Source: an optimization exercise on an open RTL-to-GDS flow (aim: small area, a short achievable clock period and few clock cycles per item). Production flows keep margins and buffers that such runs may drop.
Where RTL was checked, it was by simulation tests only, not by an equivalence proof against the original.
Power figures rest on the tool's default switching activity, not on a simulated workload.

## birch
==> flow/design.v <==
`timescale 1ns/1ps
module x64ptw_entry_decode (
    input  wire [1:0]  lv,
    input  wire [63:0] raw,
    output wire        leaf,
    output wire        big1g,         
    output wire        big2m,         
    output wire [4:0]  frame_shift,
    output wire [27:0] frame_ref,
    output wire        dirty,
    output wire        global_pg,
    output wire        pat,
    output wire [63:0] reserved,
    output wire        faulty
);
    wire l1 = (lv == 2'd0);
    wire l2 = (lv == 2'd1);
    wire l3 = (lv == 2'd2);
    wire l4 = (lv == 2'd3);
    assign big1g     = l3 & raw[7];
    assign big2m     = l2 & raw[7];
    assign leaf      = l1 | big1g | big2m;
    assign dirty     = leaf & raw[6];
    assign global_pg = leaf & raw[8];
    assign pat       = l1 ? raw[7] : ((big1g | big2m) & raw[12]);
    assign frame_shift = big1g ? 5'd30 : big2m ? 5'd21 : 5'd12;
    assign frame_ref[9:0]   = big1g ? raw[39:30] : big2m ? raw[30:21] : raw[21:12];
    assign frame_ref[18:10] = big1g ? 9'd0 : big2m ? raw[39:31] : raw[30:22];
    assign frame_ref[27:19] = (big1g | big2m) ? 9'd0 : raw[39:31];
    assign reserved[6:0]   = 7'd0;
    assign reserved[7]     = l4 & raw[7];
    assign reserved[12:8]  = 5'd0;
    assign reserved[20:13] = (big1g | big2m) ? raw[20:13] : 8'd0;
    assign reserved[29:21] = big1g ? raw[29:21] : 9'd0;
    assign reserved[39:30] = 10'd0;
    assign reserved[51:40] = raw[51:40];
    assign reserved[63:52] = 12'd0;
    assign faulty = (|raw[51:40]) | (l4 & raw[7]) |
                    ((big1g | big2m) & (|raw[20:13])) | (big1g & (|raw[29:21]));
endmodule
`timescale 1ns/1ps
module x64ptw (
    input  wire        clk,
    input  wire        rst,
    input  wire        cmd_valid,
    output wire        cmd_ready,
    input  wire [63:0] cmd_root,
    input  wire [63:0] cmd_va,
    input  wire        abort_req,
    output wire        mem_req_valid,
    input  wire        mem_req_ready,
    output wire [63:0] mem_req_addr,
    input  wire        mem_rsp_valid,
    input  wire [63:0] mem_rsp_data,
    input  wire        mem_rsp_err,
    output wire        ent_valid,
    output wire [2:0]  ent_level,
    output wire [8:0]  ent_index,
    output wire [63:0] ent_table_base,
    output wire [63:0] ent_raw,
    output wire        ent_leaf,
    output wire        ent_present,
    output wire        ent_writable,
    output wire        ent_user,
    output wire        ent_write_through,
    output wire        ent_cache_disable,
    output wire        ent_accessed,
    output wire        ent_exec_disable,
    output wire        ent_ps_valid,
    output wire        ent_ps,
    output wire        ent_dirty,
    output wire        ent_global,
    output wire        ent_pat,
    output wire [4:0]  ent_frame_shift,
    output wire [27:0] ent_frame_ref,
    output wire [63:0] ent_reserved,
    output wire        ent_faulty,
    output wire        rsp_valid,
    output wire [2:0]  rsp_status,
    output wire        rsp_mapped,
    output wire [63:0] rsp_page_base,
    output wire [4:0]  rsp_page_shift,
    output wire [29:0] rsp_page_offset,
    output wire [63:0] rsp_pa,
    output wire [2:0]  rsp_count,
    output wire [63:0] rsp_info
);
    reg        st_req;       
    reg        st_wait;      
    reg        st_done;      
    reg [1:0]  lv_q;         
    reg [11:3] lo_q;         
    reg        cy_q;         
    reg [11:3] nxt_lo_q;     
    reg        nxt_cy_q;     
    reg        nxt_canon;    
    reg        nxt_ok;       
    reg [47:0] va_q;
    reg [63:0] base_q;       
    wire [63:0] raw = mem_rsp_data;
    function [8:0] va_index(input [1:0] lv, input [47:0] va);
        case (lv)
            2'd3:    va_index = va[47:39];
            2'd2:    va_index = va[38:30];
            2'd1:    va_index = va[29:21];
            default: va_index = va[20:12];
        endcase
    endfunction
    wire [8:0]  index     = va_index(lv_q, va_q);
    wire [1:0]  lv_next   = lv_q - 2'd1;
    wire [8:0]  index_nxt = va_index(lv_next, va_q);
    wire [63:0] cur_addr  = {base_q[63:12] + {51'd0, cy_q}, lo_q, base_q[2:0]};
    wire [9:0]  first_lo  = {1'b0, cmd_root[11:3]} + {1'b0, cmd_va[47:39]};
    wire        first_cy  = first_lo[9];
    wire canonical = (cmd_va[63:47] == 17'd0) || (cmd_va[63:47] == 17'h1FFFF);
    wire        d_leaf, d_big1g, d_big2m;
    wire [4:0]  d_shift;
    wire [27:0] d_frame;
    x64ptw_entry_decode u_dec (
        .lv         (lv_q),
        .raw        (raw),
        .leaf       (d_leaf),
        .big1g      (d_big1g),
        .big2m      (d_big2m),
        .frame_shift(d_shift),
        .frame_ref  (d_frame),
        .dirty      (ent_dirty),
        .global_pg  (ent_global),
        .pat        (ent_pat),
        .reserved   (ent_reserved),
        .faulty     (ent_faulty)
    );
    wire answer   = st_wait & mem_rsp_valid;
    wire stop     = mem_rsp_err | !raw[0] | d_leaf | abort_req;
    wire w_end    = answer & stop;                
    wire w_next   = answer & !stop;               
    wire idle     = !(st_req | st_wait | st_done);
    assign cmd_ready = idle | st_done | w_end;
    wire accept      = cmd_valid & cmd_ready;
    wire first_req   = accept & nxt_ok & nxt_canon & !nxt_cy_q;
    assign mem_req_valid = st_req | w_next | first_req;
    assign mem_req_addr  = (st_wait & !stop) ? {24'd0, raw[39:12], index_nxt, 3'b000} :
                           st_req ? cur_addr : {cmd_root[63:12], nxt_lo_q, cmd_root[2:0]};
    always @(posedge clk) begin
        nxt_lo_q  <= first_lo[8:0];
        nxt_cy_q  <= first_cy;
        nxt_canon <= canonical;
        nxt_ok    <= cmd_valid & !accept;
    end
    always @(posedge clk) begin
        if (rst) begin
            st_req  <= 1'b0;
            st_wait <= 1'b0;
            st_done <= 1'b0;
        end else if (accept) begin
            st_req  <= canonical & !(nxt_ok & !nxt_cy_q & mem_req_ready);
            st_wait <= canonical & nxt_ok & !nxt_cy_q & mem_req_ready;
            st_done <= !canonical;
        end else if (w_next) begin
            st_req  <= !mem_req_ready;
            st_wait <= mem_req_ready;
        end else begin
            if (st_req & mem_req_ready) begin
                st_req  <= 1'b0;
                st_wait <= 1'b1;
            end
            if (w_end)
                st_wait <= 1'b0;
            st_done <= 1'b0;
        end
    end
    always @(posedge clk) begin
        if (cmd_ready) begin
            va_q   <= cmd_va[47:0];
            base_q <= {canonical ? cmd_root[63:48] : cmd_va[63:48], cmd_root[47:0]};
            lv_q   <= 2'd3;
            lo_q   <= first_lo[8:0];
            cy_q   <= first_cy;
        end else if (w_next) begin
            base_q <= {24'd0, raw[39:12], 12'd0};
            lv_q   <= lv_next;
            lo_q   <= index_nxt;
            cy_q   <= 1'b0;
        end
    end
    assign ent_valid         = answer & !mem_rsp_err;
    assign ent_level         = {1'b0, lv_q} + 3'd1;
    assign ent_index         = index;
    assign ent_table_base    = base_q;
    assign ent_raw           = raw;
    assign ent_leaf          = d_leaf;
    assign ent_present       = raw[0];
    assign ent_writable      = raw[1];
    assign ent_user          = raw[2];
    assign ent_write_through = raw[3];
    assign ent_cache_disable = raw[4];
    assign ent_accessed      = raw[5];
    assign ent_exec_disable  = raw[63];
    assign ent_ps_valid      = (lv_q != 2'd0);
    assign ent_ps            = (lv_q != 2'd0) & raw[7];
    assign ent_frame_shift   = d_shift;
    assign ent_frame_ref     = d_frame;
    wire mapped = st_wait & !mem_rsp_err & raw[0] & d_leaf;
    wire [29:0] offset = d_big1g ? va_q[29:0] :
                         d_big2m ? {9'd0, va_q[20:0]} : {18'd0, va_q[11:0]};
    wire [39:0] pbase  = {raw[39:30],
                          d_big1g ? 9'd0 : raw[29:21],
                          (d_big1g | d_big2m) ? 9'd0 : raw[20:12],
                          12'd0};
    assign rsp_valid       = st_done | w_end;
    assign rsp_status      = st_done ? 3'd1 :
                             mem_rsp_err ? 3'd2 :
                             (raw[0] & !d_leaf) ? 3'd7 : 3'd0;
    assign rsp_mapped      = mapped;
    assign rsp_page_base   = mapped ? {24'd0, pbase} : 64'd0;
    assign rsp_page_shift  = mapped ? d_shift : 5'd0;
    assign rsp_page_offset = mapped ? offset : 30'd0;
    assign rsp_pa          = mapped ? {24'd0, pbase | {10'd0, offset}} : 64'd0;
    assign rsp_count       = st_done ? 3'd0 : ({1'b0, ~lv_q} + {2'd0, !mem_rsp_err});
    assign rsp_info        = st_done ? {base_q[63:48], va_q} : mem_rsp_err ? cur_addr : 64'd0;
endmodule
Settings: LEC_CHECK=0, ABC_CLOCK_PERIOD_IN_PS=2000, CAP_MARGIN=20, CORE_AREA=5 5 195 195, CTS_BUF_LIST=sky130_fd_sc_hd__clkbuf_8 sky130_fd_sc_hd__clkbuf_16, CTS_CLUSTER_SIZE=12, DIE_AREA=0 0 200 200, PLACE_DENSITY=0.65, SETUP_SLACK_MARGIN=2.2, SLEW_MARGIN=20, TNS_END_PERCENT=10; clock period 6.0 ns.
standard.sh (not shown) runs the stock make flow with config.mk's settings and CLKGATE_MAP_FILE= SYNTH_SCRIPT=/design/flow/synth_recipe.tcl, a recipe that flattens the netlist after the stock synthesis.
==> flow/flow/run.sh <==
#!/bin/bash
# Standard layout with plain buffers (not delay cells) on the ports, adders
# left to abc as plain gates (no ripple half/full adder cells), and pins
# allowed one track apart so that the die can be smaller.
set -euo pipefail
export BUFFER_PORTS_ARGS="-buffer_cell sky130_fd_sc_hd__buf_1"
export ADDER_MAP_FILE=
export PLACE_PINS_ARGS="-min_distance 1 -min_distance_in_tracks"
bash standard.sh > standard.log 2>&1
Inputs modified between birch and oak:
--- a/flow/design.v
+++ b/flow/design.v
@@ -109,7 +109,20 @@
     wire [8:0]  index     = va_index(lv_q, va_q);
     wire [1:0]  lv_next   = lv_q - 2'd1;
     wire [8:0]  index_nxt = va_index(lv_next, va_q);
-    wire [63:0] cur_addr  = {base_q[63:12] + {51'd0, cy_q}, lo_q, base_q[2:0]};
+    function [51:0] prefix_and(input [51:0] b);
+        integer k, i;
+        begin
+            prefix_and = b;
+            for (k = 0; k < 6; k = k + 1)
+                for (i = 0; i < 52; i = i + 1)
+                    if (i[k])
+                        prefix_and[i] = prefix_and[i] &
+                                        prefix_and[(i & ~((2 << k) - 1)) | ((1 << k) - 1)];
+        end
+    endfunction
+    wire [51:0] base_ones = prefix_and(base_q[63:12]);
+    wire [63:0] cur_addr  = {base_q[63:12] ^ ({base_ones[50:0], 1'b1} & {52{cy_q}}),
+                             lo_q, base_q[2:0]};
     wire [9:0]  first_lo  = {1'b0, cmd_root[11:3]} + {1'b0, cmd_va[47:39]};
     wire        first_cy  = first_lo[9];
     wire canonical = (cmd_va[63:47] == 17'd0) || (cmd_va[63:47] == 17'h1FFFF);
### Flow results
First-pass iteration count of the detailed router ended up 1 higher on oak than on birch.
When oak is measured against birch, its internal power turns out 0.00017 W lower.
Comparing birch against oak, there is no change at all in detailed-route DRC error count.
[diff] post-layout instance area, oak relative to birch: regression
Row sequential share of layout area: oak lower / birch higher
| setup slack after placement | oak vs birch | worse |
The vias per cell of birch and that of oak are within noise of each other.
In the metrics for oak and birch, the one carrying the higher met2 track demand over resource in global routing is oak.
Number of antenna repair diodes, oak and birch, higher one = oak.
Total half-perimeter wirelength after legalization and detailed placement: oak and birch compared, higher one is oak
Testbench counts of oak, summed over its fixed seeds: cycles 21,377, walks 3,200.
Function not checked in birch: the RTL went through the layout flow alone.

## afterwards: timing with drivers on the ports
No port has a modelled driver above. Below, the same layouts with a new extraction and two added sets of constraints. Step 1 assumes that a clkbuf_16 drives the clock port and a buf_2 every other input. Step 2 times the ports against the registers' clock, not the clock port: input delays grow and output delays shrink by t, the midpoint of the rising clock arrivals with the driver on. a / b / c = ideal ports / drivers / drivers and shift; a / b = the first two.
run | t (ns) | slack for setup (ns) | worst setup path after step 2 | cell pins on the clock port's net
birch | 0.495 | 1.896 / 1.844 / 1.866 | input to output | 1
oak | 0.462 | 2.010 / 1.963 / 1.946 | input to register | 1
After both steps setup and hold are still met in every run listed. For oak, which loses most, drivers alone change the setup slack by -0.047 ns; drivers and shift together by -0.064 ns.
